From an optimization exercise on the open Yosys and OpenROAD flow, aimed at small area, a short achievable clock period and few clock cycles; shortcuts taken in it are not production practice. The RTL was checked by simulation tests, not by an equivalence proof against the original design.

==> module bvm_encoder, before the edit <==
module bvm_encoder (
    input  wire        clk,
    input  wire        rst,
    input  wire        cmd_valid,
    output wire        cmd_ready,
    input  wire [71:0] cmd_word,
    output reg         rsp_valid,
    output wire [35:0] rsp_word,
    input  wire [31:0] cur_l,
    input  wire [31:0] cur_r,
    input  wire [1:0]  rdy,
    output wire        out_valid,
    output wire [7:0]  out_byte
);
    localparam [3:0] OP_NOP = 4'h0, OP_INIT = 4'h1, OP_ADVANCE = 4'h2,
                     OP_UPDATE = 4'h3, OP_GETCUR = 4'h4, OP_SAMPLE = 4'h5,
                     OP_SETLEVELS = 4'h6, OP_ENCODE = 4'h7, OP_GETDISP = 4'h8,
                     OP_GETSTAT = 4'h9;
    localparam [31:0] FLOOR_DB = 32'hC2C80000;   
    reg [31:0] lvl_a, lvl_b;
    reg        ph;
    reg        e_ill, e_port;        
    reg [1:0]  first;                
    reg        em1, em2, em3;        
    reg        dwait;                
    reg [1:0]  rsp_code;
    reg        data_en;              
    reg [31:0] rsp_data;
    wire busy = em1 | em2 | dwait;
    assign cmd_ready = !busy;
    wire acc = cmd_valid && !busy;
    wire [3:0]  op  = cmd_word[3:0];
    wire        ch  = cmd_word[4];
    wire [2:0]  rsv = cmd_word[7:5];
    wire [31:0] opa = cmd_word[39:8];
    wire [31:0] opb = cmd_word[71:40];
    wire illegal = (op >= 4'hA) || (rsv != 3'd0) ||
                   (ch && !(op == OP_INIT || op == OP_ADVANCE ||
                            op == OP_UPDATE || op == OP_GETCUR));
    wire port_violation = !illegal &&
                   (op == OP_INIT || op == OP_ADVANCE || op == OP_UPDATE);
    wire legal = !illegal && !port_violation;
    wire c_sample = acc && legal && (op == OP_SAMPLE);
    wire c_setlv  = acc && legal && (op == OP_SETLEVELS);
    wire c_encode = acc && legal && (op == OP_ENCODE);
    wire c_getdsp = acc && legal && (op == OP_GETDISP);
    wire c_getcur = acc && legal && (op == OP_GETCUR);
    wire c_getst  = acc && legal && (op == OP_GETSTAT);
    wire lvl_we   = rst || c_sample || c_setlv;
    reg  [13:0] pq_mi;               
    reg  [18:0] pq_ml;
    reg         pq_lo, pq_hi;
    reg         pq_r, pq_v;          
    reg  [7:0]  q_l, q_r;
    wire [13:0] mi1;
    wire [18:0] ml1;
    wire        lo1, hi1;
    wire [7:0]  q2;
    q_s1 u_q1 (.x(lvl_a), .mi(mi1), .ml(ml1), .lo(lo1), .hi(hi1));
    q_s2 u_q2 (.mi(pq_mi), .ml(pq_ml), .lo(pq_lo), .hi(pq_hi), .q(q2));
    reg  [7:0]  d_ex;
    reg         d_sign, d_nan, d_inf, d_zs;
    reg  [1:0]  dph;                 
    wire [27:0] s1_sum;
    wire [7:0]  s1_ex;
    wire        s1_sign, s1_nan, s1_inf, s1_zs, s1_ok;
    wire [31:0] disp;
    disp_s1 u_d1 (.a(lvl_a), .b(lvl_b), .ok(s1_ok), .sum(s1_sum), .ex(s1_ex), .sign(s1_sign),
                  .sp_nan(s1_nan), .sp_inf(s1_inf), .zsign(s1_zs));
    disp_s2 u_d2 (.sum(rsp_data[27:0]), .ex(d_ex), .sign(d_sign), .sp_nan(d_nan),
                  .sp_inf(d_inf), .zsign(d_zs), .y(disp));
    wire cmd_load = c_getcur || c_getst;
    wire d_hold   = lvl_we || cmd_load;
    wire d_st1    = !d_hold && (dph == 2'd0) && s1_ok;
    wire d_st2    = !d_hold && (dph == 2'd1);
    wire disp_now = !d_hold && (dph != 2'd0);    
    always @(posedge clk) begin
        pq_mi <= mi1;
        pq_ml <= ml1;
        pq_lo <= lo1;
        pq_hi <= hi1;
        pq_r  <= ph;
        d_ex  <= s1_ex;
        d_sign <= s1_sign;
        d_nan <= s1_nan;
        d_inf <= s1_inf;
        d_zs  <= s1_zs;
        if (cmd_load)
            rsp_data <= op[0] ? {20'd0, 2'b00, first, 2'b00, rdy, 2'b00, e_port, e_ill}
                              : (ch ? cur_r : cur_l);
        else if (d_st1)
            rsp_data <= {4'd0, s1_sum};
        else if (d_st2)
            rsp_data <= disp;
        if (acc) begin
            rsp_code <= illegal ? 2'd1 : (port_violation ? 2'd2 : 2'd0);
            data_en  <= c_getcur || c_getst || c_getdsp;
        end
    end
    always @(posedge clk) begin
        if (lvl_we) begin
            lvl_a <= rst ? FLOOR_DB : (op[0] ? cur_l : opa);
            lvl_b <= rst ? FLOOR_DB : (op[0] ? cur_r : opb);
        end else begin
            lvl_a <= lvl_b;
            lvl_b <= lvl_a;
        end
        if (rst) begin
            e_ill     <= 1'b0;
            e_port    <= 1'b0;
            first     <= 2'd0;
            rsp_valid <= 1'b0;
            em1       <= 1'b0;
            em2       <= 1'b0;
            em3       <= 1'b0;
            dwait     <= 1'b0;
            ph        <= 1'b0;
            pq_v      <= 1'b0;
            dph       <= 2'd0;
            q_l       <= 8'd1;
            q_r       <= 8'd1;
        end else begin
            if (acc && illegal) begin
                e_ill <= 1'b1;
                if (first == 2'd0) first <= 2'd1;
            end
            if (acc && port_violation) begin
                e_port <= 1'b1;
                if (first == 2'd0) first <= 2'd2;
            end
            ph    <= lvl_we ? 1'b0 : !ph;
            pq_v  <= !lvl_we;
            dph   <= d_hold ? 2'd0 : (d_st1 ? 2'd1 : (d_st2 ? 2'd2 : dph));
            if (pq_v) begin
                if (pq_r) q_r <= q2;
                else      q_l <= q2;
            end
            em1   <= c_encode;
            em2   <= em1;
            em3   <= em2;
            dwait <= c_getdsp ? !disp_now : (dwait && !disp_now);
            rsp_valid <= (acc && !c_encode && !(c_getdsp && !disp_now)) || em2 ||
                         (dwait && disp_now);
        end
    end
    assign out_valid = em1 | em2 | em3;
    assign out_byte  = em1 ? q_l : (em2 ? q_r : 8'h00);
    assign rsp_word  = {rsp_data & {32{data_en}}, 2'b00, rsp_code};
endmodule
clock: 20.0 ns
lec_check: 0
abc_area: 1
cap_margin: 20
core_margin: 2
core_utilization: 40
slew_margin: 20
tns_end_percent: 0
standard.sh (not shown) runs the stock make flow with config.mk's settings and CLKGATE_MAP_FILE= SYNTH_SCRIPT=/design/flow/synth_recipe.tcl, a recipe that flattens the netlist after the stock synthesis.
==> flow/flow/run.sh <==
#!/bin/bash
# Own layout flow: the standard ORFS flow (standard.sh) on every step,
# unchanged, except that the timing repair after clock tree synthesis and
# after global routing aims for a larger setup slack than the default 0 ns
# (SETUP_SLACK_MARGIN), so that the resizer also speeds up paths that
# already meet the 20 ns clock. The clock, constraints, synthesis, floorplan,
# power grid and tap cells are the standard ones.
# The full output of the ORFS run goes to standard_flow.log here; each ORFS
# step also keeps its own log under orfs/logs/.
set -euo pipefail
bash standard.sh SETUP_SLACK_MARGIN=15 finish > standard_flow.log 2>&1
The starting point passed the timing, DRC and antenna checks.
Testbench counts at the start, summed over its fixed seeds: cycles 16,188.
Change:
--- a/flow/design.v
+++ b/flow/design.v
@@ -415,41 +415,39 @@
     wire        lo1, hi1;
     wire [7:0]  q2;
     q_s1 u_q1 (.x(lvl_a), .mi(mi1), .ml(ml1), .lo(lo1), .hi(hi1));
     q_s2 u_q2 (.mi(pq_mi), .ml(pq_ml), .lo(pq_lo), .hi(pq_hi), .q(q2));
+    reg  [27:0] d_sum;
     reg  [7:0]  d_ex;
-    reg         d_sign, d_nan, d_inf, d_zs;
-    reg  [1:0]  dph;                 
+    reg         d_sign, d_nan, d_inf, d_zs, d_v, d_ok;
+    reg         has_disp;            
     wire [27:0] s1_sum;
     wire [7:0]  s1_ex;
     wire        s1_sign, s1_nan, s1_inf, s1_zs, s1_ok;
     wire [31:0] disp;
     disp_s1 u_d1 (.a(lvl_a), .b(lvl_b), .ok(s1_ok), .sum(s1_sum), .ex(s1_ex), .sign(s1_sign),
                   .sp_nan(s1_nan), .sp_inf(s1_inf), .zsign(s1_zs));
-    disp_s2 u_d2 (.sum(rsp_data[27:0]), .ex(d_ex), .sign(d_sign), .sp_nan(d_nan),
+    disp_s2 u_d2 (.sum(d_sum), .ex(d_ex), .sign(d_sign), .sp_nan(d_nan),
                   .sp_inf(d_inf), .zsign(d_zs), .y(disp));
-    wire cmd_load = c_getcur || c_getst;
-    wire d_hold   = lvl_we || cmd_load;
-    wire d_st1    = !d_hold && (dph == 2'd0) && s1_ok;
-    wire d_st2    = !d_hold && (dph == 2'd1);
-    wire disp_now = !d_hold && (dph != 2'd0);    
+    wire d_wr = d_v && d_ok;
+    wire disp_now = has_disp || d_wr;    
     always @(posedge clk) begin
         pq_mi <= mi1;
         pq_ml <= ml1;
         pq_lo <= lo1;
         pq_hi <= hi1;
         pq_r  <= ph;
+        d_sum <= s1_sum;
         d_ex  <= s1_ex;
         d_sign <= s1_sign;
         d_nan <= s1_nan;
         d_inf <= s1_inf;
         d_zs  <= s1_zs;
-        if (cmd_load)
+        d_ok  <= s1_ok;
+        if (c_getcur || c_getst)
             rsp_data <= op[0] ? {20'd0, 2'b00, first, 2'b00, rdy, 2'b00, e_port, e_ill}
                               : (ch ? cur_r : cur_l);
-        else if (d_st1)
-            rsp_data <= {4'd0, s1_sum};
-        else if (d_st2)
+        else if (d_wr)
             rsp_data <= disp;
         if (acc) begin
             rsp_code <= illegal ? 2'd1 : (port_violation ? 2'd2 : 2'd0);
             data_en  <= c_getcur || c_getst || c_getdsp;
@@ -473,9 +471,10 @@
             em3       <= 1'b0;
             dwait     <= 1'b0;
             ph        <= 1'b0;
             pq_v      <= 1'b0;
-            dph       <= 2'd0;
+            d_v       <= 1'b0;
+            has_disp  <= 1'b0;
             q_l       <= 8'd1;
             q_r       <= 8'd1;
         end else begin
             if (acc && illegal) begin
@@ -487,9 +486,10 @@
                 if (first == 2'd0) first <= 2'd2;
             end
             ph    <= lvl_we ? 1'b0 : !ph;
             pq_v  <= !lvl_we;
-            dph   <= d_hold ? 2'd0 : (d_st1 ? 2'd1 : (d_st2 ? 2'd2 : dph));
+            d_v   <= !lvl_we;
+            has_disp <= disp_now && !lvl_we && !c_getcur && !c_getst;
             if (pq_v) begin
                 if (pq_r) q_r <= q2;
                 else      q_l <= q2;
             end
What happened: The new run went through all stages and came out clean; final area rises by 3.6%; critical path depth falls by 4; maximum frequency rises by 7.1%; worst hold slack is about the same; synthesized cell count is about the same; non-clock buffer count rises by 48.
Testbench counts after the change, summed over its fixed seeds: cycles 16,188.

## separate check: timing with driven ports
Ports are ideal in the flow. The routed layouts listed here were re-timed in OpenROAD.
Step 1 (the two cells are an assumption about what drives the block):
set clk [get_ports {clk}]
set_driving_cell -lib_cell sky130_fd_sc_hd__clkbuf_16 $clk
set_driving_cell -lib_cell sky130_fd_sc_hd__buf_2 [delete_from_list [all_inputs] $clk]
Step 2 also shifts input and output timing later by t, the mid clock arrival at the registers, as if the neighbouring blocks saw the same clock.
a / b / c = ideal / step 1 / step 2; a / b = the first two.
| run | t, ns | setup WS [ns] | worst setup path after step 2 | clock arrival spread, ns | worst register clock-pin slew, ns |
|---|---|---|---|---|---|
| the first run | 0.549 | 13.887 / 13.892 / 13.343 | input to register | 0.018 / 0.018 | 0.09 / 0.09 |
| the second run | 0.624 | 14.293 / 14.331 / 13.712 | input to register | 0.037 / 0.036 | 0.07 / 0.07 |
After both steps every run listed still meets setup and hold. The setup slack of the second run, which loses most, moves by +0.038 ns with the drivers and by -0.581 ns with both steps.
